Source: an optimization exercise on an open RTL-to-GDS flow (aim: small area, a short achievable clock period and few clock cycles per item). Production flows keep margins and buffers that such runs may drop.
No functional check of the RTL was part of any run shown here.
No activity file was given, so power comes from the tool's default toggle rates.

[design/flow/design.v]
module llf_crc8 (
    input  wire [7:0] c,    
    input  wire [7:0] b,    
    output reg  [7:0] y     
);
    integer i;
    always @(*) begin
        y = c ^ b;
        for (i = 0; i < 8; i = i + 1) begin
            if (y[7])
                y = {y[6:0], 1'b0} ^ 8'h07;
            else
                y = {y[6:0], 1'b0};
        end
    end
endmodule
module llf_eq_inc #(
    parameter N = 16
) (
    input  wire [N-1:0] x,
    input  wire [N-1:0] y,
    output wire         eq
);
    wire [N-1:0] z = x ^ y;
    wire [N-1:0] ok;
    assign ok[0] = z[0] & (x[0] ~^ z[1]);
    genvar i;
    generate
        for (i = 1; i < N - 1; i = i + 1) begin : g
            assign ok[i] = (~z[i] | z[i-1]) & (~z[i] | (x[i] ~^ z[i+1]));
        end
    endgenerate
    assign ok[N-1] = ~z[N-1] | z[N-2];
    assign eq = &ok;
endmodule
module llf_step16 #(
    parameter DOWN = 0
) (
    input  wire [15:0] x,
    output wire [15:0] y
);
    wire [15:0] t = DOWN ? ~x : x;
    wire [3:0]  g;
    genvar k, j;
    generate
        for (k = 0; k < 4; k = k + 1) begin : grp
            assign g[k] = &t[4*k+3:4*k];
        end
        for (k = 0; k < 4; k = k + 1) begin : gb
            wire pk;
            if (k == 0) begin : p0
                assign pk = 1'b1;
            end else begin : pn
                assign pk = &g[k-1:0];
            end
            for (j = 0; j < 4; j = j + 1) begin : b
                if (j == 0) begin : l0
                    assign y[4*k] = x[4*k] ^ pk;
                end else begin : ln
                    assign y[4*k+j] = x[4*k+j] ^ (pk & (&t[4*k+j-1:4*k]));
                end
            end
        end
    endgenerate
endmodule
module llf_rx (
    input  wire        clk,
    input  wire        rst,
    input  wire        rx_req_valid,
    input  wire [15:0] rx_req_cap,
    output reg         rx_req_ready,
    input  wire        src_valid,
    input  wire        src_err,
    input  wire [7:0]  src_data,
    output reg         src_ready,
    output reg         rxbuf_we,
    output wire [15:0] rxbuf_addr,
    output reg  [7:0]  rxbuf_data,
    output reg         rx_resp_valid,
    output wire [1:0]  rx_resp_status,
    output wire [15:0] rx_resp_len
);
    localparam [7:0] START_M  = 8'hFA,
                     DSTART_M = 8'hFB,
                     STOP_M   = 8'hFE;
    localparam [7:0] CRC_FA = 8'hE8,
                     CRC_FB = 8'hEF;
    reg        armed;
    reg        s_wait, s_lo, s_hi, s_hc, s_ds, s_pay, s_fc, s_stop;
    reg [3:0]  rlo;
    reg [11:0] rhi;
    reg        rpend;
    reg [15:0] idx;      
    reg [15:0] capm2;    
    reg [7:0]  crc;
    reg        wok;      
    reg        ov;       
    reg        err_st;
    wire [7:0] b    = src_data;
    wire       step = src_valid & armed;
    wire       go   = step & ~src_err;
    assign rxbuf_addr     = idx;
    assign rx_resp_status = {1'b0, err_st};
    assign rx_resp_len    = idx;
    wire [7:0] crc_upd;
    llf_crc8 u_crc (.c(crc), .b(b), .y(crc_upd));
    wire [15:0] idx1, rhi1, reqm1;
    llf_step16 #(0) u_inc (.x(idx), .y(idx1));
    llf_step16 #(1) u_dec (.x({4'd0, rhi}), .y(rhi1));
    wire [3:0]  rlo1 = rlo - 4'd1;
    llf_step16 #(1) u_cap (.x({1'b0, rx_req_cap[15:1]}), .y(reqm1));
    wire cap_hit = idx == capm2;
    wire capnz   = capm2 != 16'hFFFE;
    wire hiz    = rhi == 12'd0;
    wire last   = hiz & (rlo == 4'd1);
    wire lenz   = hiz & (rlo == 4'd0);
    wire is_fa  = b == START_M;
    wire is_fb  = b == DSTART_M;
    wire is_fe  = b == STOP_M;
    wire crc_eq = b == crc;
    wire fc_ok  = crc_eq & ~ov;
    wire done   = step & (src_err | (s_stop & is_fe));
    wire [7:0] crc_nx = ({8{step & s_wait}} & CRC_FA) | ({8{step & s_ds}} & CRC_FB)
                      | ({8{step & ~s_wait & ~s_ds}} & crc_upd) | ({8{~step}} & crc);
    wire armed_nx = armed ? ~done : rx_req_valid;
    wire        i_ff  = go & s_ds;
    wire        i_inc = go & (s_pay | s_fc);
    wire        i_clr = step & src_err;
    wire        i_hld = ~(i_ff | i_inc | i_clr);
    wire [15:0] idx_nx = {16{i_ff}} | ({16{i_inc}} & idx1) | ({16{i_hld}} & idx);
    wire        r_lo  = go & s_lo;
    wire        r_hi  = go & s_hi;
    wire        r_dec = go & s_pay;
    wire        r_hld = ~(r_lo | r_hi | r_dec);
    wire [3:0]  rlo_nx = ({4{r_lo}} & b[3:0]) | ({4{r_dec}} & rlo1)
                       | ({4{~r_lo & ~r_dec}} & rlo);
    wire        h_dec  = rpend & ~r_lo & ~r_hi;
    wire [11:0] rhi_nx = {({8{r_hi}} & b) | ({8{h_dec}} & rhi1[11:4])
                          | ({8{~r_hi & ~h_dec}} & rhi[11:4]),
                          ({4{r_lo}} & b[7:4]) | ({4{h_dec}} & rhi1[3:0])
                          | ({4{~r_lo & ~h_dec}} & rhi[3:0])};
    wire        rpend_nx = r_dec & (rlo == 4'd0);
    wire wok_nx = (go & s_ds & capnz)
                | (wok & ~(go & s_ds) & ~(go & s_pay & cap_hit));
    wire ov_nx  = (ov & ~(go & s_ds)) | (go & s_pay & ~wok);
    always @(posedge clk) begin
        rxbuf_data <= b;
        idx <= idx_nx;
        rlo   <= rlo_nx;
        rhi   <= rhi_nx;
        rpend <= rpend_nx;
        wok <= wok_nx;
        ov  <= ov_nx;
        crc <= crc_nx;
        if (step)
            err_st <= src_err;
        if (!armed)
            capm2 <= {reqm1[14:0], rx_req_cap[0]};
    end
    always @(posedge clk) begin
        if (rst) begin
            armed         <= 1'b0;
            src_ready     <= 1'b0;
            rx_req_ready  <= 1'b1;
            s_wait        <= 1'b1;
            s_lo          <= 1'b0;
            s_hi          <= 1'b0;
            s_hc          <= 1'b0;
            s_ds          <= 1'b0;
            s_pay         <= 1'b0;
            s_fc          <= 1'b0;
            s_stop        <= 1'b0;
            rxbuf_we      <= 1'b0;
            rx_resp_valid <= 1'b0;
        end else begin
            rxbuf_we      <= go & s_pay & wok;
            rx_resp_valid <= done;
            armed         <= armed_nx;
            src_ready     <= armed_nx;
            rx_req_ready  <= ~armed_nx;
            if (step) begin
                if (src_err) begin
                    s_wait <= 1'b1;
                    s_lo   <= 1'b0;
                    s_hi   <= 1'b0;
                    s_hc   <= 1'b0;
                    s_ds   <= 1'b0;
                    s_pay  <= 1'b0;
                    s_fc   <= 1'b0;
                    s_stop <= 1'b0;
                end else begin
                    s_wait <= (s_wait & ~is_fa) | (s_hc & ~crc_eq) | (s_ds & ~is_fb)
                            | (s_fc & ~fc_ok) | s_stop;
                    s_lo   <= s_wait & is_fa;
                    s_hi   <= s_lo;
                    s_hc   <= s_hi;
                    s_ds   <= s_hc & crc_eq;
                    s_pay  <= (s_ds & is_fb & ~lenz) | (s_pay & ~last);
                    s_fc   <= (s_ds & is_fb & lenz) | (s_pay & last);
                    s_stop <= s_fc & fc_ok;
                end
            end
        end
    end
endmodule
module llf_tx (
    input  wire        clk,
    input  wire        rst,
    input  wire        tx_req_valid,
    input  wire        tx_req_pay,
    input  wire [15:0] tx_req_len,
    output reg         tx_req_ready,
    output reg         txpay_rd,      
    output reg  [15:0] txpay_addr,
    input  wire [7:0]  txpay_data,
    output reg         sink_valid,    
    output reg  [7:0]  sink_data,
    output wire        sink_last,
    input  wire        sink_ready,
    input  wire        sink_resp_valid,
    input  wire        sink_resp_err,
    input  wire [16:0] sink_resp_count,
    output reg         tx_resp_valid,
    output reg  [2:0]  tx_resp_status
);
    reg st_nidle, st_h0, st_h1, st_h2, st_h3, st_h4, st_pay, st_fc, st_stp, st_wait;
    reg        rd_n;       
    reg        sv_n;       
    wire       st_idle = ~st_nidle;
    wire       rd = ~rd_n;
    wire       sv = ~sv_n;
    reg [15:0] len;
    reg        lenz;       
    reg [7:0]  crc;        
    reg        cur_last;   
    reg        mv, kv, kt;
    reg [7:0]  k;
    assign sink_last    = st_stp;
    wire tk    = sv & sink_ready;
    wire hs    = tx_req_valid & st_idle;
    wire reqz  = tx_req_len == 16'd0;
    wire nopay = ~tx_req_pay & ~reqz;
    wire [7:0] head   = kv ? k : txpay_data;
    wire       head_t = kv ? kt : mt;
    wire [7:0] crc_nx;
    llf_crc8 u_crc (.c(crc), .b(sink_data), .y(crc_nx));
    wire [15:0] raddr1;
    llf_step16 #(0) u_inc (.x(txpay_addr), .y(raddr1));
    wire mt = txpay_addr == len;
    wire [16:0] ca = sink_resp_count;
    wire [16:0] cb = ~{1'b0, len};
    wire [16:0] ck = 17'd6;
    wire [16:0] cy = ((ca & cb) | ((ca | cb) & ~ck)) << 1;
    wire        cnt_eq = &(ca ^ cb ^ ck ^ ~cy);
    wire cons  = tk & ((st_h4 & ~lenz) | (st_pay & ~cur_last));
    wire kcons = cons & kv;
    wire mcons = cons & ~kv;
    wire m2k   = rd & mv & ~mcons;
    wire to_idle = st_wait & sink_resp_valid;
    wire frame   = st_h0 | st_h1 | st_h2 | st_h3 | st_h4 | st_pay | st_fc | st_stp;
    wire kv_nx = frame & ((kv & ~kcons) | m2k);
    wire mv_nx = frame & (rd | (mv & ~mcons));
    wire k_ld  = ~kv | cons;    
    wire [15:0] addr_nx = {16{frame}} & (rd ? raddr1 : txpay_addr);
    wire        idle_nx = (st_idle & ~tx_req_valid) | to_idle | (st_h0 & ~sv);
    wire       sel_crc  = st_h2 | (st_h4 & lenz) | (st_pay & cur_last);
    wire       sel_head = (st_h4 & ~lenz) | (st_pay & ~cur_last);
    wire [7:0] byte_nx  = ({8{st_h0}} & len[7:0]) | ({8{st_h1}} & len[15:8])
                        | ({8{sel_crc}} & crc_nx) | ({8{st_h3}} & 8'hFB)
                        | ({8{sel_head}} & head) | ({8{st_fc}} & 8'hFE);
    wire       hold     = ~st_idle & ~tk;
    wire [7:0] sd_nx    = ({8{st_idle}} & 8'hFA) | ({8{tk}} & byte_nx)
                        | ({8{hold}} & sink_data);
    wire [7:0] crc_hd   = ({8{tk}} & crc_nx) | ({8{hold}} & crc);
    wire       cl_nx    = (tk & head_t) | (~tk & cur_last);
    always @(posedge clk) begin
        if (k_ld) begin
            k  <= txpay_data;
            kt <= mt;
        end
        kv <= kv_nx;
        mv <= mv_nx;
        txpay_addr <= addr_nx;
        tx_resp_status <= st_idle ? 3'b001
                        : {sink_resp_err, {2{~sink_resp_err & ~cnt_eq}}};
        if (st_idle) begin
            len  <= tx_req_len;
            lenz <= reqz;
        end
        crc       <= crc_hd;
        sink_data <= sd_nx;
        cur_last  <= cl_nx;
    end
    always @(posedge clk) begin
        if (rst) begin
            st_nidle      <= 1'b0;
            st_h0         <= 1'b0;
            st_h1         <= 1'b0;
            st_h2         <= 1'b0;
            st_h3         <= 1'b0;
            st_h4         <= 1'b0;
            st_pay        <= 1'b0;
            st_fc         <= 1'b0;
            st_stp        <= 1'b0;
            st_wait       <= 1'b0;
            sv_n          <= 1'b1;
            sink_valid    <= 1'b0;
            tx_resp_valid <= 1'b0;
            rd_n          <= 1'b1;
            txpay_rd      <= 1'b0;
            tx_req_ready  <= 1'b1;
        end else begin
            rd_n          <= mv_nx & kv_nx;
            txpay_rd      <= ~(mv_nx & kv_nx);
            tx_resp_valid <= (hs & nopay) | to_idle;
            st_nidle      <= ~idle_nx;
            tx_req_ready  <= idle_nx;
            if (hs) begin
                st_h0      <= 1'b1;
                sv_n       <= nopay;
                sink_valid <= ~nopay;
            end
            if (st_h0 & ~sv)
                st_h0 <= 1'b0;
            if (tk) begin
                st_h0  <= 1'b0;
                st_h1  <= st_h0;
                st_h2  <= st_h1;
                st_h3  <= st_h2;
                st_h4  <= st_h3;
                st_pay <= (st_h4 & ~lenz) | (st_pay & ~cur_last);
                st_fc  <= (st_h4 & lenz) | (st_pay & cur_last);
                st_stp <= st_fc;
                if (st_stp) begin
                    st_wait    <= 1'b1;
                    sv_n       <= 1'b1;
                    sink_valid <= 1'b0;
                end
            end
            if (to_idle)
                st_wait <= 1'b0;
        end
    end
endmodule
module llf (
    input  wire        clk,
    input  wire        rst,
    input  wire        rx_req_valid,
    input  wire [15:0] rx_req_cap,
    output wire        rx_req_ready,
    output wire        rx_resp_valid,
    output wire [1:0]  rx_resp_status,
    output wire [15:0] rx_resp_len,
    input  wire        src_valid,
    input  wire        src_err,
    input  wire [7:0]  src_data,
    output wire        src_ready,
    output wire        rxbuf_we,
    output wire [15:0] rxbuf_addr,
    output wire [7:0]  rxbuf_data,
    input  wire        tx_req_valid,
    input  wire        tx_req_pay,
    input  wire [15:0] tx_req_len,
    output wire        tx_req_ready,
    output wire        tx_resp_valid,
    output wire [2:0]  tx_resp_status,
    output wire        txpay_rd,
    output wire [15:0] txpay_addr,
    input  wire [7:0]  txpay_data,
    output wire        sink_valid,
    output wire [7:0]  sink_data,
    output wire        sink_last,
    input  wire        sink_ready,
    input  wire        sink_resp_valid,
    input  wire        sink_resp_err,
    input  wire [16:0] sink_resp_count
);
    llf_rx u_rx (
        .clk            (clk),
        .rst            (rst),
        .rx_req_valid   (rx_req_valid),
        .rx_req_cap     (rx_req_cap),
        .rx_req_ready   (rx_req_ready),
        .src_valid      (src_valid),
        .src_err        (src_err),
        .src_data       (src_data),
        .src_ready      (src_ready),
        .rxbuf_we       (rxbuf_we),
        .rxbuf_addr     (rxbuf_addr),
        .rxbuf_data     (rxbuf_data),
        .rx_resp_valid  (rx_resp_valid),
        .rx_resp_status (rx_resp_status),
        .rx_resp_len    (rx_resp_len)
    );
    llf_tx u_tx (
        .clk             (clk),
        .rst             (rst),
        .tx_req_valid    (tx_req_valid),
        .tx_req_pay      (tx_req_pay),
        .tx_req_len      (tx_req_len),
        .tx_req_ready    (tx_req_ready),
        .txpay_rd        (txpay_rd),
        .txpay_addr      (txpay_addr),
        .txpay_data      (txpay_data),
        .sink_valid      (sink_valid),
        .sink_data       (sink_data),
        .sink_last       (sink_last),
        .sink_ready      (sink_ready),
        .sink_resp_valid (sink_resp_valid),
        .sink_resp_err   (sink_resp_err),
        .sink_resp_count (sink_resp_count),
        .tx_resp_valid   (tx_resp_valid),
        .tx_resp_status  (tx_resp_status)
    );
endmodule
[design/flow/flow/run.sh]
#!/bin/bash
# The standard layout, with the port buffers made of sky130_fd_sc_hd__buf_2
# cells instead of the default choice. Every port still gets its buffer.
bash standard.sh "BUFFER_PORTS_ARGS=-buffer_cell sky130_fd_sc_hd__buf_2" finish > standard.log 2>&1
[design/flow/standard.sh]
#!/bin/bash
# synth_recipe.tcl (not shown) runs the flow's synth.tcl, then flattens the netlist and writes it again
# the make line also repeats each setting of config.mk as NAME=value (left out here)
make -C /OpenROAD-flow-scripts/flow DESIGN_CONFIG=/design/flow/config.mk WORK_HOME=/design/flow/orfs CLKGATE_MAP_FILE= SYNTH_SCRIPT=/design/flow/synth_recipe.tcl "${@:-finish}"
[design/flow/config.mk]
export PLATFORM = sky130hd
export DESIGN_NAME = llf
export DESIGN_NICKNAME = llf
export VERILOG_FILES = /design/flow/design.v
export SDC_FILE = /design/flow/constraint.sdc
export NUM_CORES = 4
export LEC_CHECK = 0
export ABC_CLOCK_PERIOD_IN_PS = 1500
export CAP_MARGIN = 20
export CORE_MARGIN = 2
export CORE_UTILIZATION = 40
export CTS_BUF_LIST = sky130_fd_sc_hd__clkbuf_8
export CTS_CLUSTER_SIZE = 32
export SETUP_SLACK_MARGIN = 2.2
export SLEW_MARGIN = 20
export TNS_END_PERCENT = 0
[design/flow/constraint.sdc]
create_clock -name core_clock -period 4.0 [get_ports {clk}]
set_input_delay 0.8000 -clock core_clock [delete_from_list [all_inputs] [get_ports {clk}]]
set_output_delay 0.8000 -clock core_clock [all_outputs]
set_load 0.01 [all_outputs]
==> results of run 1 <==
## routing by layer
layer	wire, um	vias to the layer above	track usage (%)
li1	-	3186	-
met1	9070	2972	24.3
met2	9450	151	30.8
met3	929	23	3.94
met4	352	0	6.17
met5	0	-	0
## state kept, by name (all words and copies together), names as in the netlist, 3 cells and up, named ones only
register             flops
u_rx.capm2              16
u_rx.idx                16
u_tx.len                16
u_tx.txpay_addr         16
u_rx.rhi                12
u_rx.crc                 8
u_rx.rxbuf_data          8
u_tx.crc                 8
u_tx.k                   8
u_tx.sink_data           8
u_rx.rlo                 4
u_tx.tx_resp_status      3
## logic make-up (layout without fill, tap and decap cells)
kind of cell	count (synthesis)	after routing	share of synthesized area, %
mux	20	20	2.53
fa+ha+maj	41	41	6.30
simple gates	259	259	16.7
compound gates	135	135	11.1
other cells	1	2	0.0463
buf+inv	96	249	5.49
xor+xnor	117	117	12.9
flops	160	160	44.9
## area by class of cell
type / instances / area [um2]
diodes: 1 / 2.50
clock buffers: 17 / 234
clock inverters: 15 / 190
fillers: 1969 / 10400
inverters: 49 / 193
multi-input cells: 573 / 4160
flip-flops and latches: 160 / 3660
well taps: 270 / 338
repair buffers: 168 / 903
## through the flow
stage / area [um2] / hold WS (ns) / setup slack (ns) / std cells / power [W]
finish: 9680 / 0.464 / 2.02 / 1253 / 0.00355
global route: 9680 / 0.492 / 1.99 / 1252 / 0.00371
CTS: 9520 / 0.463 / 1.98 / 1248 / 0.00357
detailed placement: 8980 / 0.451 / 1.32 / 1208 / 0.00228
global placement: 8980 / 0.450 / 1.40 / 1208 / 0.00227
floorplan: 8110 / 0.419 / 1.59 / 829 / 0.00213
## report_power, final
group          switching, W  internal (W)
sequential        0.0000728       0.00174
combinational      0.000239      0.000205
clock              0.000621      0.000678
## cells in the final DEF (no fill, tap or decap), types with 6 or more instances in the layout
master,count
nand2_1,57
xor2_1,55
dfxtp_1,107
a221o_1,8
nor4_1,15
nand3_1,26
clkbuf_8,17
nor2b_1,9
xnor2_1,54
nor2_1,59
mux2i_1,16
o21a_1,7
and2_1,10
inv_1,43
nand4_1,16
o21ai_0,33
nand3b_1,6
dfxtp_2,8
a21oi_1,36
xnor2_2,7
nor3_1,22
edfxtp_1,44
buf_4,16
ha_1,37
buf_2,149
## worst max path at each step
stage / slack (ns) / from / depth (start not counted) / to
floorplan: 1.59 / rx_req_cap[1] / 8 / u_rx.capm2[14]$_DFFE_PN_
global placement: 1.40 / sink_ready / 9 / u_tx.txpay_rd$_SDFF_PP0_
detailed placement: 1.32 / sink_ready / 9 / u_tx.txpay_rd$_SDFF_PP0_
CTS: 1.98 / rx_req_cap[2] / 9 / u_rx.capm2[14]$_DFFE_PN_
global route: 1.99 / u_rx.idx[2]$_DFF_P_ / 1 / rxbuf_addr[2]
finish: 2.02 / rx_req_cap[2] / 9 / u_rx.capm2[14]$_DFFE_PN_
## what timing repair did
action / in CTS / in global routing
pin swaps: 8 / 9
endpoints found under the hold margin: 0 / 0
setup buffers: 8 / 4
resized for setup: 18 / 34
setup endpoints to repair: 123 / 136
## critical path, stage by stage
cell and delay [ns]:
buf_6 0.10, inv_4 0.05, ha_4 0.12, or3b_4 0.39
nor4b_4 0.26, nand2_2 0.10, nor3_2 0.14, ha_2 0.20
xor2_1 0.05
==> results.txt, run 1 <==
- Crit path arrival time: 2.20 ns
- WL/cell: 15.8 um
- Fin util: 48.3%
- Worst Reg-to-Reg Cells: 8
- Vias: 6332
- Nets: 1084
- Synth area leaders: dfxtp_1, edfxtp_1, xnor2_1, ha_1, xor2_1
- HP Start: u_tx.sink_valid$_SDFF_PP0_
- Most instantiated library cell after synthesis: dfxtp_1
- Fin. max-slew vios: 0
- Rel. slew slack: 50.1%
- Largest net degree at the start of global routing: 30
- Final hold violations: 0
- Final Skew: 0.00880 ns
- Status: finished clean
- DRC: 0
- Via-per-instance ratio: 5.05
- First-iteration detailed-routing DRC count: 360
- Worst setup SP type: input pin
- CTS tree: done
- Ys flop type: dfxtp_1
- Total grt overflow: 0
- Clk Latency, worst-skew pair: 0.46 ns
- Endpoints failing setup: 0
- Critical path type: in2reg
- Sequential cell area fraction in the yosys report: 44.9%
- Die area: 21400 um2
- Initial Util: 40.5%
- Initial antenna violation count: 1
- Synth-to-layout area growth: 19.4%
- Layout cell share with drive strength beyond 1: 25.9%
- Syn Nets: 944
- Cell taking the most area after synthesis: dfxtp_1
- Clock slew at reported path FFs: 0.09 ns
- GRT Total Usage: 18.6%
- Post-synthesis cell area: 8110 um2
- Min-Delay Endpoint: u_tx.sink_valid$_SDFF_PP0_
- Tmin final: 1.98 ns
- Min-delay worst type: reg2reg
- Core ar.: 20000 um2
- DRT Pass-1 Iters: 5
- Max Cap Viol: 0
- First-pass GRT wire length: 31700 um
- RSZ-0062 raised after global routing: true
- Synth top area share: 28.6%
- Fraction of registers with async set/reset: 0%
- Row Count: 52
- CTS Hold Bufs: 0
- Root buffer cell: clkbuf_8
- Clock net sink count: 160
- Syn Inst Count: 829
- Pwr Density: 367 nW/um2
- Setup TNS: 0 ns
- Num ports: 153
- Synthesis Warnings: 3
- Slack of the worst reg-to-reg path: 2.10 ns
- CTS H-tree lvls: 4
- Hold path cells: 2
- Final wirelength: 19800 um
- Worst flop-to-flop path endpoint: u_rx.rhi[8]$_DFF_P_
- Leakage power: 4.18 nW
- # port buffers: 151
- Vias in the first global route: 6080
- Num CTS Buffers: 17
- VDD IR max: 0.000217 V
- Synthesized area per cell: 9.78 um2
- Global placement routability congestion: 0.846
- Critical-path maximum fanout: 2
- Max Root-Sink Buffers: 2
- Slew of the pin with the lowest slew margin: 0.748 ns
- Synth Register Bits: 160
- Die W: 146 um
- Post-DP HPWL: 14300 um
- Routed Antenna Nets: 0
- Synth top cells by count: dfxtp_1, nand2_1, xnor2_1
- Final period utilization: 49.5%
- Fmax: 505 MHz
- Vert. Die Dim: 146 um
- EDFF count, synth: 44
- Reg2reg start: u_rx.rhi[0]$_DFF_P_
- Unique masters post-synth: 74
- CP Capture Type: flop
- Worst Path Required: 4.22 ns
==> run 2, diff against run 1 <==
--- a/design/flow/config.mk
+++ b/design/flow/config.mk
@@ -7,2 +7,3 @@
 export LEC_CHECK = 0
+export ABC_AREA = 1
 export ABC_CLOCK_PERIOD_IN_PS = 1500
==> run 2 against run 1 <==
Against the previous run: critical path type unchanged; non-clock buffer count is 12 lower; routed wire length increased by 6.3%; critical endpoint unchanged; register-to-register slack gained 0.14 ns; hold slack got worse by 0.012 ns; die area rose by 4.7%; power grew 1.5%.
==> results.txt, run 2 <==
- Status: finished clean (unchanged)
- Final hold violations: 0 (unchanged)
- Synth-to-layout area growth: 15.8% (was 19.4%)
- Max Root-Sink Buffers: 2 (unchanged)
- Synthesis Warnings: 3 (unchanged)
- GRT Total Usage: 19.1% (was 18.6%)
- Worst Path Required: 4.22 ns (about the same)
- Vias in the first global route: 6791 (was 6080)
- CTS tree: done (unchanged)
- Slew of the pin with the lowest slew margin: 0.753 ns (was 0.748 ns)
- VDD IR max: 0.000180 V (was 0.000217 V)
- Sequential cell area fraction in the yosys report: 42.9% (was 44.9%)
- Endpoints failing setup: 0 (unchanged)
- Layout cell share with drive strength beyond 1: 19.5% (was 25.9%)
- Critical path type: in2reg (unchanged)
- Critical-path maximum fanout: 3 (was 2)
- Final period utilization: 48.1% (was 49.5%)
- Worst setup SP type: input pin (unchanged)
- Num CTS Buffers: 17 (unchanged)
- Final Skew: 0.0162 ns (was 0.00880 ns)
- Synth Register Bits: 160 (unchanged)
- Syn Inst Count: 1089 (was 829)
- Die W: 150 um (was 146 um)
- Synth top area share: 27.3% (was 28.6%)
- Vert. Die Dim: 150 um (was 146 um)
- Most frequent cells in the layout: nand2_1, buf_2, inv_1 (was buf_2, dfxtp_1, nor2_1)
- Cell taking the most area after synthesis: dfxtp_1 (unchanged)
- Via-per-instance ratio: 4.83 (was 5.05)
- Clk Latency, worst-skew pair: 0.46 ns (about the same)
- CTS H-tree lvls: 4 (unchanged)
- Min-delay worst type: reg2reg (unchanged)
- Vias: 7336 (was 6332)
- Clock slew at reported path FFs: 0.09 ns (about the same)
- EDFF count, synth: 44 (unchanged)
- Die area: 22400 um2 (was 21400 um2)
- Core ar.: 21000 um2 (was 20000 um2)
- Synth area leaders: dfxtp_1, edfxtp_1, nand2_1, inv_1, ha_1 (was dfxtp_1, edfxtp_1, xnor2_1, ha_1, xor2_1)
- Total grt overflow: 0 (unchanged)
- Synthesized area per cell: 7.80 um2 (was 9.78 um2)
- First-pass GRT wire length: 33600 um (was 31700 um)
- Clock net sink count: 160 (unchanged)
- Most instantiated library cell after synthesis: nand2_1 (was dfxtp_1)
- Root buffer cell: clkbuf_8 (unchanged)
- Tmin final: 1.92 ns (was 1.98 ns)
- Num ports: 153 (unchanged)
- CP Capture Type: flop (unchanged)
- Final Cell Area: 9840 um2 (was 9680 um2)
- Synth top cells by count: nand2_1, inv_1, dfxtp_1 (was dfxtp_1, nand2_1, xnor2_1)
- Setup TNS: 0 ns (unchanged)
- CTS Hold Bufs: 0 (unchanged)
- Pwr Density: 367 nW/um2 (about the same)
- Leakage power: 4.71 nW (was 4.18 nW)
- WL/cell: 13.9 um (was 15.8 um)
- Global placement routability congestion: 0.845 (was 0.846)
- Syn Nets: 1204 (was 944)
- Post-synthesis cell area: 8500 um2 (was 8110 um2)
- Rel. slew slack: 49.7% (was 50.1%)
- RSZ-0062 raised after global routing: true (unchanged)
- DRC: 0 (unchanged)
- Initial Util: 40.6% (was 40.5%)
- Placed cell area: 9400 um2 (was 8980 um2)
- DRT Pass-1 Iters: 5 (unchanged)
- Fraction of registers with async set/reset: 0% (unchanged)
- # port buffers: 151 (unchanged)
- Initial antenna violation count: 0 (was 1)
- Crit path arrival time: 2.15 ns (was 2.20 ns)
- Most common cell after layout, fill and taps aside: nand2_1 (was buf_2)
- First-iteration detailed-routing DRC count: 464 (was 360)
- Post-DP HPWL: 16200 um (was 14300 um)
- Fmax: 520 MHz (was 505 MHz)
- Final wirelength: 21000 um (was 19800 um)
- Ys flop type: dfxtp_1 (unchanged)
- Routed Antenna Nets: 0 (unchanged)
- Max Cap Viol: 0 (unchanged)
- Nets: 1345 (was 1084)
- Fin. max-slew vios: 0 (unchanged)
- Largest net degree at the start of global routing: 26 (was 30)
- Row Count: 53 (was 52)
- Unique masters post-synth: 48 (was 74)
==> run 2: cell families (layout without fill, tap and decap cells) <==
group,after synthesis,in the layout,share of synthesized area (%)
flops,160,160,42.9
compound gates,131,131,9.04
simple gates,513,513,26.6
other cells,1,2,0.0441
xor+xnor,64,64,6.60
fa+ha+maj,40,40,5.89
buf+inv,180,334,8.94
==> run 2: final timing paths <==
check | start | end | slack [ns] | cells after the start
worst min-delay path | u_rx.wok$_DFF_P_ | u_rx.ov$_DFF_P_ | 0.45 | 1
worst max register to register | u_tx.st_h1$_SDFFE_PP0P_ | u_tx.txpay_addr[14]$_DFF_P_ | 2.24 | 5
worst max-delay path | rx_req_cap[1] | u_rx.capm2[14]$_DFFE_PN_ | 2.08 | 12
worst min register to register | u_rx.wok$_DFF_P_ | u_rx.ov$_DFF_P_ | 0.45 | 1
==> run 2: cell type report <==
class                           instances  area (um2)
Fill cell                            2126       11100
Multi-Input combinational cell        749        4130
Sequential cell                       160        3660
Timing Repair Buffer                  156         806
Inverter                              146         553
Tap cell                              275         344
Clock buffer                           18         248
Clock inverter                         14         104
Antenna cell                            1        2.50
==> run 2: per-layer routing <==
metal | wire length (um) | global-route usage [%]
met1 | 10400 | 26.9
met2 | 9360 | 29.9
met3 | 1010 | 3.41
met4 | 291 | 5.75
met5 | 0 | 0
==> run 2: where the power goes <==
part,total [W],internal [W],switching (W),leakage (nW)
clock network,0.00111,0.000497,0.000617,0.199
logic,0.000598,0.000227,0.000370,3.11
registers,0.00190,0.00179,0.000109,1.40
total,0.00361,0.00251,0.00110,4.71
==> run 2: timing repair <==
item | in CTS | in global routing
resized for setup | 1 | 22
setup buffers | 0 | 4
endpoints found under the setup margin | 81 | 116
pin swaps | 0 | 7
==> run 2: worst max-delay path, stage by stage <==
cell     delay (ns)
buf_6          0.10
inv_4          0.05
ha_4           0.12
nor3b_4        0.20
nand2_2        0.11
nor2_4         0.15
nand3_2        0.11
nor2_4         0.13
inv_2          0.04
nor2_1         0.10
ha_2           0.18
xor2_1         0.05
==> run 2: per-stage QoR <==
stage          setup slack [ns]  hold slack, ns  util, %  cells  power [W]
2_1_floorplan              1.78           0.424        -   1089    0.00231
3_3_place_gp               1.59           0.437     44.9   1482    0.00252
3_5_place_dp               1.53           0.444     44.9   1482    0.00252
4_1_cts                    1.98           0.460     46.5   1514    0.00364
5_1_grt                    1.99           0.481     47.0   1518    0.00381
6_report                   2.08           0.453     47.0   1519    0.00361
==> run 3, diff against run 2 <==
--- a/design/flow/design.v
+++ b/design/flow/design.v
@@ -94,2 +94,3 @@
     reg [15:0] capm2;    
+    reg        fresh;
     reg [7:0]  crc;
@@ -110,3 +111,3 @@
     wire [3:0]  rlo1 = rlo - 4'd1;
-    llf_step16 #(1) u_cap (.x({1'b0, rx_req_cap[15:1]}), .y(reqm1));
+    llf_step16 #(1) u_cap (.x({1'b0, capm2[15:1]}), .y(reqm1));
     wire cap_hit = idx == capm2;
@@ -157,3 +158,6 @@
         if (!armed)
-            capm2 <= {reqm1[14:0], rx_req_cap[0]};
+            capm2 <= rx_req_cap;
+        else if (fresh)
+            capm2 <= {reqm1[14:0], capm2[0]};
+        fresh <= ~armed;
     end
--- a/design/flow/config.mk
+++ b/design/flow/config.mk
@@ -7,3 +7,2 @@
 export LEC_CHECK = 0
-export ABC_AREA = 1
 export ABC_CLOCK_PERIOD_IN_PS = 1500
==> run 3 against run 2 <==
Against the previous run: still clean on timing, DRC and antenna; register-to-register slack got worse by 0.37 ns; non-clock buffer count is 12 higher; first-iteration DRC count is 18% lower; cell area is 1.3% lower; power down 4.4%; routed wire length down 2.0%; critical path depth fell by 3; synthesized cell count decreased by 20%; count of clock-buffer cells in the layout decreased by 1; critical path type is now reg2reg; largest cell class unchanged.
==> results.txt, run 3 <==
- Initial Util: 40.9% (was 40.6%)
- Tmin final: 2.13 ns (was 1.92 ns)
- Core ar.: 20300 um2 (was 21000 um2)
- Worst setup SP type: flop (was input pin)
- Rel. slew slack: 51.2% (was 49.7%)
- Clock slew at reported path FFs: 0.10 ns (was 0.09 ns)
- Top Metal Used: met4 (unchanged)
- Total grt overflow: 0 (unchanged)
- Vert. Die Dim: 148 um (was 150 um)
- Critical path type: reg2reg (was in2reg)
- Filler instances: 1996 (was 2126)
- Wire length on met1: 9380 um (was 10400 um)
- Sequential cell area fraction in the yosys report: 44.1% (was 42.9%)
- Synth top cells by count: dfxtp_1, nor2_1, nand2_1 (was nand2_1, inv_1, dfxtp_1)
- Status: finished clean (unchanged)
- WL/cell: 16.1 um (was 13.9 um)
- Critical-path maximum fanout: 2 (was 3)
- Cell taking the most area after synthesis: dfxtp_1 (unchanged)
- Ys flop type: dfxtp_1 (unchanged)
- First-iteration detailed-routing DRC count: 379 (was 464)
- Endpoints failing setup: 0 (unchanged)
- Synth-to-layout area growth: 17.0% (was 15.8%)
- Clk Latency, worst-skew pair: 0.46 ns (about the same)
- Largest net degree at the start of global routing: 32 (was 26)
- Min-delay worst type: reg2reg (unchanged)
- Layout cell share with drive strength beyond 1: 24.7% (was 19.5%)
- Final wirelength: 20600 um (was 21000 um)
- # port buffers: 151 (unchanged)
- WL met2: 9880 um (was 9360 um)
- Final hold violations: 0 (unchanged)
- Row Count: 52 (was 53)
- CTS tree: done (unchanged)
- Most instantiated library cell after synthesis: dfxtp_1 (was nand2_1)
- Slowest CP cell: edfxtp_1 (was nor3b_4)
- First-pass GRT wire length: 32600 um (was 33600 um)
- VDD IR max: 0.000193 V (was 0.000180 V)
- Most frequent cells in the layout: buf_2, dfxtp_1, nor2_1 (was nand2_1, buf_2, inv_1)
- Fmax: 470 MHz (was 520 MHz)
- Synthesis Warnings: 3 (unchanged)
- Final Skew: 0.0142 ns (was 0.0162 ns)
- Routed Antenna Nets: 0 (unchanged)
- Synth area leaders: dfxtp_1, edfxtp_1, xnor2_1, ha_1, xor2_1 (was dfxtp_1, edfxtp_1, nand2_1, inv_1, ha_1)
- DRC: 0 (unchanged)
- Met3 routed WL: 1040 um (was 1010 um)
- Max Root-Sink Buffers: 2 (unchanged)
- Initial antenna violation count: 0 (unchanged)
- Fraction of registers with async set/reset: 0% (unchanged)
- Leakage power: 4.15 nW (was 4.71 nW)
- Num ports: 153 (unchanged)
- Pwr Density: 355 nW/um2 (was 367 nW/um2)
- Syn Nets: 981 (was 1204)
- Nets: 1115 (was 1345)
- Worst-path cell chain: inv_2, ha_4, or3b_4, nor4b_4, nand3b_1, nor2_1, ha_2, xnor2_1, a21oi_1 (was buf_6, inv_4, ha_4, nor3b_4, nand2_2, nor2_4, nand3_2, nor2_4, inv_2, nor2_1, ha_2, xor2_1)
- Post-DP HPWL: 15000 um (was 16200 um)
- Post-synthesis cell area: 8300 um2 (was 8500 um2)
- Crit path arrival time: 2.35 ns (was 2.15 ns)
- Vias in the first global route: 6233 (was 6791)
- Via-per-instance ratio: 5.10 (was 4.83)
- Syn Inst Count: 866 (was 1089)
- Worst Path Required: 4.23 ns (was 4.22 ns)
- Unique masters post-synth: 67 (was 48)
- Die W: 148 um (was 150 um)
- GRT Total Usage: 18.9% (was 19.1%)
- DRT Pass-1 Iters: 5 (unchanged)
- Fin. max-slew vios: 0 (unchanged)
- Synthesized area per cell: 9.58 um2 (was 7.80 um2)
- Non-Filler Instances: 1283 (was 1519)
- Synth top area share: 28.2% (was 27.3%)
- CP Capture Type: flop (unchanged)
- Clock net sink count: 161 (was 160)
- Number of instances in the placed design: 1238 (was 1482)
- CTS Hold Bufs: 0 (unchanged)
- RSZ-0062 raised after global routing: true (unchanged)
- Slew of the pin with the lowest slew margin: 0.731 ns (was 0.753 ns)
- Top cell family by delay on the critical path: simple AND/OR/NAND/NOR gates (unchanged)
- Total power: 0.00345 W (was 0.00361 W)
- Setup TNS: 0 ns (unchanged)
- Worst path max stage delay: 0.41 ns (was 0.20 ns)
- Vias: 6546 (was 7336)
- Synth Register Bits: 161 (was 160)
- EDFF count, synth: 44 (unchanged)
- CTS H-tree lvls: 4 (unchanged)
- Most common cell after layout, fill and taps aside: buf_2 (was nand2_1)
- Root buffer cell: clkbuf_8 (unchanged)
- Die area: 21900 um2 (was 22400 um2)
- Final period utilization: 53.2% (was 48.1%)
- Bufs and invs on worst path: 1 (was 3)
- Global placement routability congestion: 0.839 (was 0.845)
- Max Cap Viol: 0 (unchanged)
- Num CTS Buffers: 17 (unchanged)
- Ant. Diodes: 0 (was 1)
[run 3: cell count changes in the layout (fill, tap and decap cells not counted), moves of 12 or more]
cell     before  now
inv_1       140   43
mux2_2        0   14
nand2_1     280   68
nand3_1      61   23
nor2_1       94   79
nor2b_1       0   12
o21ai_0      43   30
xnor2_1      34   54
xor2_1       30   46
[run 3: what timing repair did]
item	CTS	global route
setup buffers	7	6
endpoints found under the setup margin	133	156
resized for setup	14	15
pin swaps	7	3
[run 3: worst paths after layout]
check,start,end,slack (ns),cells past startpoint
max reg2reg,u_rx.capm2[2]$_DFFE_PP_,u_rx.capm2[14]$_DFFE_PP_,1.87,9
max,u_rx.capm2[2]$_DFFE_PP_,u_rx.capm2[14]$_DFFE_PP_,1.87,9
min reg2reg,u_rx.s_hi$_SDFFE_PP0N_,u_rx.s_hi$_SDFFE_PP0N_,0.46,2
min,u_rx.s_hi$_SDFFE_PP0N_,u_rx.s_hi$_SDFFE_PP0N_,0.46,2
[run 3: per-stage QoR]
step	utilization (%)	setup slack [ns]	hold slack (ns)	area, um2
after floorplan	-	1.80	0.436	8320
after global placement	45.2	1.45	0.454	9170
after detailed placement	45.2	1.38	0.451	9170
after CTS	47.4	1.81	0.464	9620
after global routing	47.9	1.79	0.485	9720
final	47.9	1.87	0.464	9720
[run 3: area by class of cell]
cell class	instances	area, um2	area share (%)
Sequential cell	161	3670	37.8
Multi-Input combinational cell	604	4270	43.9
Inverter	48	190	1.96
Clock inverter	15	124	1.27
Timing Repair Buffer	168	887	9.13
Tap cell	270	338	3.48
Clock buffer	17	234	2.41
[run 3: tightest hold or removal path, stage by stage, from the launching register on]
cell,delay [ns]
dfxtp_1,0.32
nand2_1,0.05
a21oi_1,0.05
[run 3: metal layers]
metal | vias up | global-route usage (%)
met4 | 0 | 6.48
met3 | 25 | 4.29
met1 | 3057 | 24.6
met5 | - | 0
li1 | 3293 | -
met2 | 171 | 31.0
[run 3: cell families after synthesis]
logic type / count (synthesis) / share of synthesized area, %
AOI/OAI and AO/OA: 151 / 12.0
other: 1 / 0.0452
muxes: 20 / 2.62
buffers and inverters: 101 / 5.46
and+or+nand+nor: 276 / 16.4
DFF: 161 / 44.1
adders and majority gates: 41 / 6.15
xor gates and xnor gates: 115 / 13.2
[run 3: power by group]
| group | total, W | internal [W] | switching (W) |
|---|---|---|---|
| clock network | 0.00112 | 0.000445 | 0.000680 |
| registers | 0.00184 | 0.00175 | 0.0000897 |
| logic | 0.000481 | 0.000230 | 0.000251 |
==> run 4, diff against run 3 <==
--- a/design/flow/config.mk
+++ b/design/flow/config.mk
@@ -7,2 +7,3 @@
 export LEC_CHECK = 0
+export ABC_AREA = 1
 export ABC_CLOCK_PERIOD_IN_PS = 1500
==> run 4 against run 3 <==
Against the previous run: still clean; routed wire length up 6.1%; area after synthesis rose by 3.6%; count of clock-buffer cells in the layout did not move; register-to-register slack gained 0.27 ns; utilization decreased by 0.23 points; sequential cell count stayed put; combinational power is 43% higher; non-clock buffer count is 9 lower; critical endpoint is now rx_resp_len[9]; largest power group unchanged.
==> results.txt, run 4 <==
- Status: finished clean (unchanged)
- Ant. Diodes: 0 (unchanged)
- Core ar.: 21100 um2 (was 20300 um2)
- Max Root-Sink Buffers: 2 (unchanged)
- Routed Antenna Nets: 0 (unchanged)
- Fraction of registers with async set/reset: 0% (unchanged)
- Top cell family by delay on the critical path: flip-flops (was simple AND/OR/NAND/NOR gates)
- Worst Path Required: 3.20 ns (was 4.23 ns)
- Worst path max stage delay: 0.49 ns (was 0.41 ns)
- Ys flop type: dfxtp_1 (unchanged)
- Leakage power: 4.77 nW (was 4.15 nW)
- Num ports: 153 (unchanged)
- Clock slew at reported path FFs: 0.09 ns (was 0.10 ns)
- Num CTS Buffers: 17 (unchanged)
- Sw Share: 29.8% (was 29.6%)
- Row Count: 53 (was 52)
- Largest net degree at the start of global routing: 27 (was 32)
- Max Cap Viol: 0 (unchanged)
- GRT Total Usage: 19.2% (was 18.9%)
- Sw Pwr: 0.00117 W (was 0.00102 W)
- CTS tree: done (unchanged)
- Fin. max-slew vios: 0 (unchanged)
- Sequential share of power: 49.5% (was 53.4%)
- Hold Worst Slack: 0.451 ns (was 0.464 ns)
- CP Capture Type: output pin (was flop)
- Synth-to-layout area growth: 16.7% (was 17.0%)
- Sequential cell area fraction in the yosys report: 42.6% (was 44.1%)
- Combinational fraction of design power: 17.4% (was 13.9%)
- Root buffer cell: clkbuf_8 (unchanged)
- Die area: 22700 um2 (was 21900 um2)
- Slowest CP cell: dfxtp_1 (was edfxtp_1)
- Synth area leaders: dfxtp_1, edfxtp_1, nand2_1, inv_1, ha_1 (was dfxtp_1, edfxtp_1, xnor2_1, ha_1, xor2_1)
- Final hold violations: 0 (unchanged)
- RSZ-0062 raised after global routing: true (unchanged)
- Synthesized area per cell: 7.79 um2 (was 9.58 um2)
- Initial antenna violation count: 0 (unchanged)
- Syn Inst Count: 1105 (was 866)
- Vias: 7502 (was 6546)
- Filler instances: 2112 (was 1996)
- CTS H-tree lvls: 4 (unchanged)
- Min-delay worst type: reg2reg (unchanged)
- Final period utilization: 48.3% (was 53.2%)
- Pwr Density: 392 nW/um2 (was 355 nW/um2)
- WL/cell: 14.2 um (was 16.1 um)
- Rel. slew slack: 58.9% (was 51.2%)
- Clock network fraction of design power: 33.1% (was 32.6%)
- Most common cell after layout, fill and taps aside: nand2_1 (was buf_2)
- Tmin final: 1.93 ns (was 2.13 ns)
- Final wirelength: 21900 um (was 20600 um)
- Internal power: 0.00276 W (was 0.00243 W)
- Crit path arrival time: 1.13 ns (was 2.35 ns)
- Post-DP HPWL: 16800 um (was 15000 um)
- Vias in the first global route: 6930 (was 6233)
- Endpoints failing setup: 0 (unchanged)
- Fmax: 518 MHz (was 470 MHz)
- Critical path type: reg2out (was reg2reg)
- First-iteration detailed-routing DRC count: 522 (was 379)
- Syn Nets: 1220 (was 981)
- Final Skew: 0.0171 ns (was 0.0142 ns)
- Worst setup SP type: flop (unchanged)
- Vert. Die Dim: 151 um (was 148 um)
- DRT Pass-1 Iters: 7 (was 5)
- Layout cell share with drive strength beyond 1: 18.1% (was 24.7%)
- Die W: 151 um (was 148 um)
- Post-synthesis cell area: 8600 um2 (was 8300 um2)
- Unique masters post-synth: 46 (was 67)
- Synth top cells by count: nand2_1, inv_1, dfxtp_1 (was dfxtp_1, nor2_1, nand2_1)
- Nets: 1365 (was 1115)
- VDD IR max: 0.000265 V (was 0.000193 V)
- Most frequent cells in the layout: nand2_1, buf_2, inv_1 (was buf_2, dfxtp_1, nor2_1)
- Most instantiated library cell after synthesis: nand2_1 (was dfxtp_1)
- Via-per-instance ratio: 4.88 (was 5.10)
- CTS Hold Bufs: 0 (unchanged)
- Initial Util: 40.8% (was 40.9%)
- # port buffers: 151 (unchanged)
- EDFF count, synth: 44 (unchanged)
- Total grt overflow: 0 (unchanged)
- Slew of the pin with the lowest slew margin: 0.616 ns (was 0.731 ns)
- Bufs and invs on worst path: 1 (unchanged)
- Clock net sink count: 161 (unchanged)
- DRC: 0 (unchanged)
- Worst-path cell chain: buf_2 (was inv_2, ha_4, or3b_4, nor4b_4, nand3b_1, nor2_1, ha_2, xnor2_1, a21oi_1)
- First-pass GRT wire length: 34400 um (was 32600 um)
- Critical-path maximum fanout: 6 (was 2)
- Synth top area share: 27.2% (was 28.2%)
- Synth Register Bits: 161 (unchanged)
- Global placement routability congestion: 0.879 (was 0.839)
- Synthesis Warnings: 3 (unchanged)
- Cell taking the most area after synthesis: dfxtp_1 (unchanged)
- Setup TNS: 0 ns (unchanged)
- Clk Latency, worst-skew pair: 0.46 ns (about the same)
==> run 4: routing by layer <==
| metal | part of all wire [%] | track usage, % | routed length, um | vias to the layer above |
|---|---|---|---|---|
| li1 | - | - | - | 3890 |
| met1 | 46 | 25.7 | 10200 | 3401 |
| met2 | 47 | 32.1 | 10200 | 200 |
| met3 | 6.0 | 3.70 | 1310 | 11 |
| met4 | 0.90 | 4.72 | 196 | 0 |
| met5 | 0 | 0 | 0 | - |
==> run 4: final timing paths <==
kind	from	endpoint	slack, ns	cells past startpoint
worst max register to register	u_rx.capm2[1]$_DFFE_PP_	u_rx.capm2[14]$_DFFE_PP_	2.14	11
worst max-delay path	u_rx.idx[9]$_DFF_P_	rx_resp_len[9]	2.07	1
worst min register to register	u_rx.wok$_DFF_P_	u_rx.ov$_DFF_P_	0.45	1
worst min-delay path	u_rx.wok$_DFF_P_	u_rx.ov$_DFF_P_	0.45	1
==> run 4: cells by family after synthesis <==
family / Yosys count / share of synthesized area, %
and+or+nand+nor: 518 / 26.1
buffers and inverters: 181 / 8.77
DFF: 161 / 42.6
AOI/OAI and AO/OA: 135 / 9.53
xor gates and xnor gates: 69 / 7.11
adders and majority gates: 40 / 5.82
other: 1 / 0.0436
==> run 4: final cells by class <==
cell class                 instances  area (um2)  share of cell area (%)
timing repair buffer             159         816                    8.12
clock buffer                      17         234                    2.33
clock inverter                    15         191                    1.91
tap                              275         344                    3.43
multi-input combinational        764        4240                    42.2
inverter                         147         552                    5.49
sequential                       161        3670                    36.5
==> run 4: power groups by stage <==
stage          sequential (W)  combinational, W  clock [W]
5_1_grt               0.00196          0.000786    0.00140
4_1_cts               0.00195          0.000681    0.00133
3_3_place_gp          0.00198          0.000668          0
2_1_floorplan         0.00195          0.000470          0
6_report              0.00195          0.000686    0.00130
3_5_place_dp          0.00198          0.000676          0
==> run 4: per-stage QoR <==
| stage | instances | instance area, um2 | total power, W | utilization, % | setup WS [ns] |
|---|---|---|---|---|---|
| CTS | 1533 | 10000 | 0.00396 | 47.4 | 2.02 |
| finish | 1538 | 10000 | 0.00393 | 47.6 | 2.07 |
| detailed placement | 1500 | 9550 | 0.00266 | 45.3 | 1.34 |
| global route | 1538 | 10000 | 0.00414 | 47.6 | 2.00 |
| global placement | 1500 | 9550 | 0.00265 | 45.3 | 1.35 |
| floorplan | 1105 | 8630 | 0.00242 | - | 2.20 |
==> run 4: timing repair <==
item / CTS / global route
buffers inserted: 1 / 4
endpoints found under the hold margin: 0 / 0
gates resized for setup: 2 / 7
pin swaps: 1 / 1
cloned: 0 / 1
endpoints found under the setup margin: 100 / 131
==> run 5, diff against run 4 <==
--- a/design/flow/design.v
+++ b/design/flow/design.v
@@ -74,3 +74,3 @@
     input  wire [7:0]  src_data,
-    output reg         src_ready,
+    output wire        src_ready,
     output reg         rxbuf_we,
@@ -94,6 +94,5 @@
     reg [15:0] capm2;    
-    reg        fresh;
+    reg        fresh, fresh2;
     reg [7:0]  crc;
-    reg        wok;      
-    reg        ov;       
+    reg        wok;
     reg        err_st;
@@ -102,2 +101,3 @@
     wire       go   = step & ~src_err;
+    assign src_ready      = armed;
     assign rxbuf_addr     = idx;
@@ -107,3 +107,3 @@
     llf_crc8 u_crc (.c(crc), .b(b), .y(crc_upd));
-    wire [15:0] idx1, rhi1, reqm1;
+    wire [15:0] idx1, rhi1;
     llf_step16 #(0) u_inc (.x(idx), .y(idx1));
@@ -111,3 +111,5 @@
     wire [3:0]  rlo1 = rlo - 4'd1;
-    llf_step16 #(1) u_cap (.x({1'b0, capm2[15:1]}), .y(reqm1));
+    wire [6:0] cap_lo1 = capm2[7:1] - 7'd1;
+    wire [7:0] cap_hi1 = capm2[15:8] - 8'd1;
+    wire       cap_bor = capm2[7:1] == 7'h7F;    
     wire cap_hit = idx == capm2;
@@ -121,3 +123,3 @@
     wire crc_eq = b == crc;
-    wire fc_ok  = crc_eq & ~ov;
+    wire fc_ok  = crc_eq & wok;
     wire done   = step & (src_err | (s_stop & is_fe));
@@ -143,5 +145,4 @@
     wire        rpend_nx = r_dec & (rlo == 4'd0);
-    wire wok_nx = (go & s_ds & capnz)
-                | (wok & ~(go & s_ds) & ~(go & s_pay & cap_hit));
-    wire ov_nx  = (ov & ~(go & s_ds)) | (go & s_pay & ~wok);
+    wire wok_nx = (go & s_ds & (capnz | lenz))
+                | (wok & ~(go & s_ds) & ~(go & s_pay & ~last & cap_hit));
     always @(posedge clk) begin
@@ -153,3 +154,2 @@
         wok <= wok_nx;
-        ov  <= ov_nx;
         crc <= crc_nx;
@@ -160,4 +160,7 @@
         else if (fresh)
-            capm2 <= {reqm1[14:0], capm2[0]};
-        fresh <= ~armed;
+            capm2[7:1] <= cap_lo1;
+        else if (fresh2 & cap_bor)
+            capm2[15:8] <= cap_hi1;
+        fresh  <= ~armed;
+        fresh2 <= fresh;
     end
@@ -166,3 +169,2 @@
             armed         <= 1'b0;
-            src_ready     <= 1'b0;
             rx_req_ready  <= 1'b1;
@@ -182,4 +184,3 @@
             armed         <= armed_nx;
-            src_ready     <= armed_nx;
-            rx_req_ready  <= ~armed_nx;
+            rx_req_ready  <= ~armed_nx;    
             if (step) begin
@@ -216,6 +217,6 @@
     output reg         tx_req_ready,
-    output reg         txpay_rd,      
+    output reg         txpay_rd,
     output reg  [15:0] txpay_addr,
     input  wire [7:0]  txpay_data,
-    output reg         sink_valid,    
+    output reg         sink_valid,
     output reg  [7:0]  sink_data,
@@ -248,4 +249,3 @@
     wire       head_t = kv ? kt : mt;
-    wire [7:0] crc_nx;
-    llf_crc8 u_crc (.c(crc), .b(sink_data), .y(crc_nx));
+    wire [7:0] crc_nx;     
     wire [15:0] raddr1;
@@ -272,3 +272,3 @@
     wire [7:0] byte_nx  = ({8{st_h0}} & len[7:0]) | ({8{st_h1}} & len[15:8])
-                        | ({8{sel_crc}} & crc_nx) | ({8{st_h3}} & 8'hFB)
+                        | ({8{sel_crc}} & crc) | ({8{st_h3}} & 8'hFB)
                         | ({8{sel_head}} & head) | ({8{st_fc}} & 8'hFE);
@@ -277,3 +277,5 @@
                         | ({8{hold}} & sink_data);
-    wire [7:0] crc_hd   = ({8{tk}} & crc_nx) | ({8{hold}} & crc);
+    llf_crc8 u_crc (.c(crc), .b(byte_nx), .y(crc_nx));
+    wire [7:0] crc_hd   = ({8{st_idle}} & 8'hE8) | ({8{tk}} & crc_nx)
+                        | ({8{hold}} & crc);
     wire       cl_nx    = (tk & head_t) | (~tk & cur_last);
@@ -300,2 +302,3 @@
             st_nidle      <= 1'b0;
+            tx_req_ready  <= 1'b1;
             st_h0         <= 1'b0;
@@ -314,3 +317,2 @@
             txpay_rd      <= 1'b0;
-            tx_req_ready  <= 1'b1;
         end else begin
==> design/flow/flow/run.sh (replaced) <==
#!/bin/bash
# The standard layout, with the port buffers made of sky130_fd_sc_hd__buf_1
# cells instead of the default choice. Every port still gets its buffer.
bash standard.sh "BUFFER_PORTS_ARGS=-buffer_cell sky130_fd_sc_hd__buf_1" finish > standard.log 2>&1
==> run 5 against run 4 <==
Against the previous run: count of clock-buffer cells in the layout is the same; clock skew shrank 0.0025 ns; final cell count shrank 1.2%; highest routed layer unchanged; cell area grew 1.8%; register-to-register slack gained 0.06 ns; hold slack lost 0.076 ns; routed wire length grew 4.1%; sequential cell count is the same.
==> results.txt, run 5 <==
- Root buffer cell: clkbuf_8 (unchanged)
- Via-per-instance ratio: 5.04 (was 4.88)
- Most common cell after layout, fill and taps aside: nand2_1 (unchanged)
- Row Count: 53 (unchanged)
- Final hold violations: 0 (unchanged)
- Post-DP HPWL: 16600 um (was 16800 um)
- Initial antenna violation count: 0 (unchanged)
- Max Cap Viol: 0 (unchanged)
- Worst Path Required: 3.20 ns (about the same)
- Critical-path maximum fanout: 3 (was 6)
- Initial Util: 40.7% (was 40.8%)
- Core ar.: 21000 um2 (was 21100 um2)
- Synthesized area per cell: 8.00 um2 (was 7.79 um2)
- Synthesis Warnings: 3 (unchanged)
- Die W: 150 um (was 151 um)
- Unique masters post-synth: 53 (was 46)
- Most frequent cells in the layout: nand2_1, buf_1, inv_1 (was nand2_1, buf_2, inv_1)
- Total power: 0.00409 W (was 0.00393 W)
- Vias: 7653 (was 7502)
- Pwr Density: 401 nW/um2 (was 392 nW/um2)
- Synth-to-layout area growth: 19.9% (was 16.7%)
- Layout cell share with drive strength beyond 1: 14.4% (was 18.1%)
- Non-Filler Instances: 1519 (was 1538)
- Filler instances: 2120 (was 2112)
- Global placement routability congestion: 0.871 (was 0.879)
- WL/cell: 15.0 um (was 14.2 um)
- Routed Antenna Nets: 0 (unchanged)
- Synth top area share: 27.5% (was 27.2%)
- Crit path arrival time: 1.08 ns (was 1.13 ns)
- Synth area leaders: dfxtp_1, edfxtp_1, nand2_1, inv_1, ha_1 (unchanged)
- Cell taking the most area after synthesis: dfxtp_1 (unchanged)
- Worst-path cell chain: buf_6, buf_6 (was buf_2)
- DP Worst Slack: 1.27 ns (was 1.34 ns)
- Final period utilization: 47.0% (was 48.3%)
- # port buffers: 151 (unchanged)
- Final WS setup: 2.12 ns (was 2.07 ns)
- Final wirelength: 22800 um (was 21900 um)
- Synth top cells by count: nand2_1, inv_1, dfxtp_1 (unchanged)
- Syn Inst Count: 1065 (was 1105)
- Num ports: 153 (unchanged)
- VDD IR max: 0.000181 V (was 0.000265 V)
- First-pass GRT wire length: 34600 um (was 34400 um)
- Worst path max stage delay: 0.38 ns (was 0.49 ns)
- Ys flop type: dfxtp_1 (unchanged)
- RSZ-0062 raised after global routing: true (unchanged)
- Fmax: 532 MHz (was 518 MHz)
- Critical path type: reg2out (unchanged)
- CP Capture Type: output pin (unchanged)
- Bufs and invs on worst path: 2 (was 1)
- Synth Register Bits: 161 (unchanged)
- Sequential cell area fraction in the yosys report: 43.0% (was 42.6%)
- Die area: 22500 um2 (was 22700 um2)
- Worst setup SP type: flop (unchanged)
- Leakage power: 4.33 nW (was 4.77 nW)
- Clock net sink count: 161 (unchanged)
- Clk Latency, worst-skew pair: 0.47 ns (was 0.46 ns)
- Vias in the first global route: 6726 (was 6930)
- Largest net degree at the start of global routing: 23 (was 27)
- Most instantiated library cell after synthesis: nand2_1 (unchanged)
- Setup TNS: 0 ns (unchanged)
- Hold Worst Slack: 0.375 ns (was 0.451 ns)
- DRT Pass-1 Iters: 12 (was 7)
- Final Skew: 0.0145 ns (was 0.0171 ns)
- Slowest CP cell: dfxtp_4 (was dfxtp_1)
- Fin. max-slew vios: 0 (unchanged)
- CTS tree: done (unchanged)
- CTS H-tree lvls: 4 (unchanged)
- Fraction of registers with async set/reset: 0% (unchanged)
- Vert. Die Dim: 150 um (was 151 um)
- Clock slew at reported path FFs: 0.09 ns (about the same)
- DRC: 0 (unchanged)
- Min-delay worst type: reg2reg (unchanged)
- EDFF count, synth: 44 (unchanged)
- Most frequent CP cell: buf_6
- Tmin final: 1.88 ns (was 1.93 ns)
- Num CTS Buffers: 17 (unchanged)
- Max Root-Sink Buffers: 2 (unchanged)
- First-iteration detailed-routing DRC count: 526 (was 522)
- Syn Nets: 1179 (was 1220)
- Post-synthesis cell area: 8520 um2 (was 8600 um2)
- GRT Total Usage: 19.5% (was 19.2%)
- Top cell family by delay on the critical path: flip-flops (unchanged)
- Ant. Diodes: 0 (unchanged)
- Total grt overflow: 0 (unchanged)
- Endpoints failing setup: 0 (unchanged)
- Status: finished clean (unchanged)
- Number of instances in the placed design: 1461 (was 1500)
- Nets: 1345 (was 1365)
- Rel. slew slack: 61.8% (was 58.9%)
- Slew of the pin with the lowest slew margin: 0.571 ns (was 0.616 ns)
-- run 5: final cells by class --
| type | instances | area, um2 | share of cell area (%) |
|---|---|---|---|
| multi-input cells | 728 | 4350 | 42.5 |
| clock buffers | 17 | 234 | 2.29 |
| inverters | 141 | 552 | 5.40 |
| flip-flops and latches | 161 | 3720 | 36.4 |
| repair buffers | 181 | 825 | 8.07 |
| clock inverters | 15 | 189 | 1.85 |
| repair inverters | 1 | 5.00 | 0.0490 |
| well taps | 275 | 344 | 3.37 |
-- run 5: power breakdown --
| part | internal, W | leakage, nW | switching (W) | total [W] |
|---|---|---|---|---|
| clock network | 0.000674 | 0.205 | 0.000640 | 0.00131 |
| logic | 0.000319 | 2.70 | 0.000512 | 0.000831 |
| registers | 0.00181 | 1.42 | 0.000135 | 0.00195 |
-- run 5: path summary, 6_finish.rpt --
check                                          from                   end  slack, ns  depth (start not counted)
worst min register to register   u_rx.fresh$_DFF_P_   u_rx.fresh2$_DFF_P_       0.38                          0
worst max-delay path            u_rx.idx[0]$_DFF_P_        rx_resp_len[0]       2.12                          2
worst max register to register  u_rx.idx[0]$_DFF_P_  u_rx.idx[12]$_DFF_P_       2.20                          9
worst min-delay path             u_rx.fresh$_DFF_P_   u_rx.fresh2$_DFF_P_       0.38                          0
-- run 5: logic make-up (layout without fill, tap and decap cells) --
logic type,after synthesis,in the layout,synth area share (%)
and+or+nand+nor,463,463,24.1
DFF,161,161,43.0
adders and majority gates,39,39,5.72
buffers and inverters,176,355,8.76
other,1,1,0.0440
AOI/OAI and AO/OA,161,161,11.6
xor gates and xnor gates,64,64,6.75
-- run 5: metal layers --
layer  GRT usage (%)  wire length, um  share of wire (%)  vias to the layer above
met2            32.6            11000                 48                      210
li1                -                -                  -                     3860
met3            3.08             1070                4.7                       25
met5               0                0                  0                        -
met1            25.9            10300                 45                     3558
met4            6.27              347                1.5                        0
-- run 5: per-stage QoR --
stage	utilization (%)	cell area (um2)
6_report	48.8	10200
3_5_place_dp	44.3	9270
3_3_place_gp	44.3	9270
4_1_cts	46.9	9830
5_1_grt	48.8	10200
2_1_floorplan	-	8540
-- run 5: what timing repair did --
action / in CTS / in global routing
pin swaps: 1 / 7
hold buffers: 0 / 0
setup endpoints to repair: 124 / 122
resized for setup: 39 / 75
setup buffers: 6 / 19
cloned: 1 / 0
==> run 6, diff against run 5 <==
--- a/design/flow/config.mk
+++ b/design/flow/config.mk
@@ -7,3 +7,2 @@
 export LEC_CHECK = 0
-export ABC_AREA = 1
 export ABC_CLOCK_PERIOD_IN_PS = 1500
==> run 6 against run 5 <==
Against the previous run: combinational power fell by 37%; sequential power fell by 6%; clock skew rose by 0.0049 ns; clock power fell by 7%; area after synthesis fell by 2.4%; setup slack got worse by 0.34 ns; largest power group unchanged; power fell by 12%; still clean; hold slack got worse by 0.0034 ns; count of clock-buffer cells in the layout did not move; maximum frequency fell by 15%; via count fell by 11%.
==> results.txt, run 6 <==
- Status: finished clean (unchanged)
- Syn Nets: 987 (was 1179)
- Synthesis Warnings: 3 (unchanged)
- WL/cell: 15.9 um (was 15.0 um)
- DRT Pass-1 Iters: 5 (was 12)
- Num CTS Buffers: 17 (unchanged)
- Synth top area share: 28.1% (was 27.5%)
- # port buffers: 151 (unchanged)
- Worst setup SP type: flop (unchanged)
- Vert. Die Dim: 148 um (was 150 um)
- CTS Hold Bufs: 0 (unchanged)
- Global placement routability congestion: 0.825 (was 0.871)
- Worst flop-to-flop path endpoint: u_tx.crc[6]$_DFF_P_ (was u_rx.idx[12]$_DFF_P_)
- Adder-cell share of the synthesized area: 5.86% (was 5.72%)
- Layout cell share with drive strength beyond 1: 14.6% (was 14.4%)
- Max Root-Sink Buffers: 2 (unchanged)
- Vias in the first global route: 6395 (was 6726)
- Clk Latency, worst-skew pair: 0.47 ns (about the same)
- Final wirelength: 20900 um (was 22800 um)
- Final Skew: 0.0195 ns (was 0.0145 ns)
- CTS H-tree lvls: 4 (unchanged)
- Worst Path Required: 4.35 ns (was 3.20 ns)
- Slack of the worst reg-to-reg path: 1.78 ns (was 2.20 ns)
- Die W: 148 um (was 150 um)
- Critical-path maximum fanout: 5 (was 3)
- Min-delay worst type: reg2reg (unchanged)
- Setup TNS: 0 ns (unchanged)
- Total grt overflow: 0 (unchanged)
- Number of instances in the placed design: 1255 (was 1461)
- Synth top cells by count: dfxtp_1, nor2_1, nand2_1 (was nand2_1, inv_1, dfxtp_1)
- Synth area leaders: dfxtp_1, edfxtp_1, xnor2_1, ha_1, xor2_1 (was dfxtp_1, edfxtp_1, nand2_1, inv_1, ha_1)
- First-iteration detailed-routing DRC count: 300 (was 526)
- Hold path cells: 0 (unchanged)
- Initial Util: 41.0% (was 40.7%)
- Via-per-instance ratio: 5.15 (was 5.04)
- Most instantiated library cell after synthesis: dfxtp_1 (was nand2_1)
- Clock slew at reported path FFs: 0.09 ns (about the same)
- Largest family of logic cells by synthesized area: simple AND/OR/NAND/NOR gates (unchanged)
- First-pass GRT wire length: 32700 um (was 34600 um)
- Crit path arrival time: 2.57 ns (was 1.08 ns)
- Post-synthesis compound-gate area fraction: 14.0% (was 11.6%)
- Synth Register Bits: 161 (unchanged)
- CTS tree: done (unchanged)
- Most frequent cells in the layout: buf_1, dfxtp_1, nor2_1 (was nand2_1, buf_1, inv_1)
- Vias: 6789 (was 7653)
- Sequential cell area fraction in the yosys report: 44.0% (was 43.0%)
- Mux cell area share after synthesis: 3.01% (was 0%)
- DP Worst Slack: 1.07 ns (was 1.27 ns)
- Unique masters post-synth: 68 (was 53)
- RSZ-0062 raised after global routing: true (unchanged)
- CP Capture Type: flop (was output pin)
- Routed Antenna Nets: 0 (unchanged)
- Largest net degree at the start of global routing: 34 (was 23)
- Post-DP HPWL: 15200 um (was 16600 um)
- Tmin final: 2.22 ns (was 1.88 ns)
- Die area: 22000 um2 (was 22500 um2)
- Slew of the pin with the lowest slew margin: 0.784 ns (was 0.571 ns)
- Ys flop type: dfxtp_1 (unchanged)
- Pwr Density: 358 nW/um2 (was 401 nW/um2)
- GRT Total Usage: 18.7% (was 19.5%)
- Root buffer cell: clkbuf_8 (unchanged)
- Final WS setup: 1.78 ns (was 2.12 ns)
- Final hold violations: 0 (unchanged)
- Critical path type: reg2reg (was reg2out)
- Worst Reg-to-Reg Cells: 7 (was 9)
- Reg2reg start: u_tx.st_fc$_SDFFE_PP0P_ (was u_rx.idx[0]$_DFF_P_)
- Nets: 1150 (was 1345)
- Num ports: 153 (unchanged)
- Rel. slew slack: 47.7% (was 61.8%)
- Syn Inst Count: 873 (was 1065)
- Core ar.: 20300 um2 (was 21000 um2)
run 6: cell types whose count changed in the layout (fill, tap and decap cells not counted), sizes merged, moves of 10 or more:
| cell | delta |
|---|---|
| inv | -91 |
| nand2 | -175 |
| mux2i | +16 |
| xnor2 | +26 |
| and3 | +11 |
| a21oi | +15 |
| o221ai | -10 |
| nand2b | +11 |
| nor2 | -16 |
| xor2 | +17 |
| nand4 | -13 |
| nand3 | -39 |
run 6: final cells by class:
type / instances / area [um2] / share of cell area, %
clock buffer: 17 / 234 / 2.34
clock inverter: 15 / 165 / 1.65
inverter: 41 / 161 / 1.61
multi-input combinational: 623 / 4530 / 45.3
sequential: 161 / 3680 / 36.8
tap: 270 / 338 / 3.38
timing repair buffer: 191 / 887 / 8.86
timing repair inverter: 1 / 5.00 / 0.0500
run 6: stage by stage:
stage	instance area [um2]	hold WS, ns	total power, W	util (%)
after floorplan	8340	0.343	0.00219	-
after global placement	9040	0.355	0.00233	44.5
after detailed placement	9040	0.360	0.00234	44.5
after CTS	9640	0.369	0.00357	47.5
after global routing	10000	0.385	0.00375	49.3
final	10000	0.372	0.00358	49.3
run 6: worst max path at each step:
stage,endpoint,slack (ns),start
2_1_floorplan,u_tx.crc[2]$_DFF_P_,1.75,txpay_data[7]
3_3_place_gp,u_rx.idx[15]$_DFF_P_,1.13,src_valid
3_5_place_dp,u_rx.idx[15]$_DFF_P_,1.07,src_valid
4_1_cts,u_rx.wok$_DFF_P_,1.74,u_rx.rhi[1]$_DFF_P_
5_1_grt,u_tx.crc[3]$_DFF_P_,1.72,u_tx.kv$_DFF_P_
6_report,u_tx.crc[6]$_DFF_P_,1.78,u_tx.st_fc$_SDFFE_PP0P_
run 6: worst max-delay path: stages (launching register included):
cell	delay, ns
dfxtp_2	0.36
or2_4	0.30
a221oi_2	0.31
o21ai_4	0.14
mux2i_4	0.22
xor2_2	0.17
a311o_1	0.33
a221o_1	0.29
run 6: logic make-up after synthesis:
group                    Yosys count
buffers and inverters             90
multiplexers                      24
XOR/XNOR                         107
flip-flops                       161
other                              1
AO/OA/AOI/OAI                    179
adder cells (fa/ha/maj)           39
AND/OR/NAND/NOR                  272
run 6: timing repair:
| item | CTS | global route |
|---|---|---|
| gates cloned | 1 | 1 |
| buffers inserted | 11 | 19 |
| pin swaps | 8 | 16 |
| setup endpoints to repair | 153 | 164 |
| hold endpoints to repair | 0 | 0 |
| resized for setup | 34 | 53 |
run 6: routing by layer:
layer | track usage (%) | wire length, um
met1 | 23.9 | 9440
met2 | 31.9 | 10100
met3 | 3.56 | 980
met4 | 6.10 | 386
met5 | 0 | 0
run 6: power by group:
group / switching (W) / internal, W
Combinational: 0.000273 / 0.000248
Sequential: 0.0000907 / 0.00175
Clock: 0.000695 / 0.000525
Total: 0.00106 / 0.00253

Setup slack of run 6, layout unchanged: 1.781 ns with ideal ports, 1.781 ns with driving cells assumed (clock clkbuf_16, inputs buf_2), 1.432 ns with port delays also shifted by the 0.495 ns mid clock arrival.
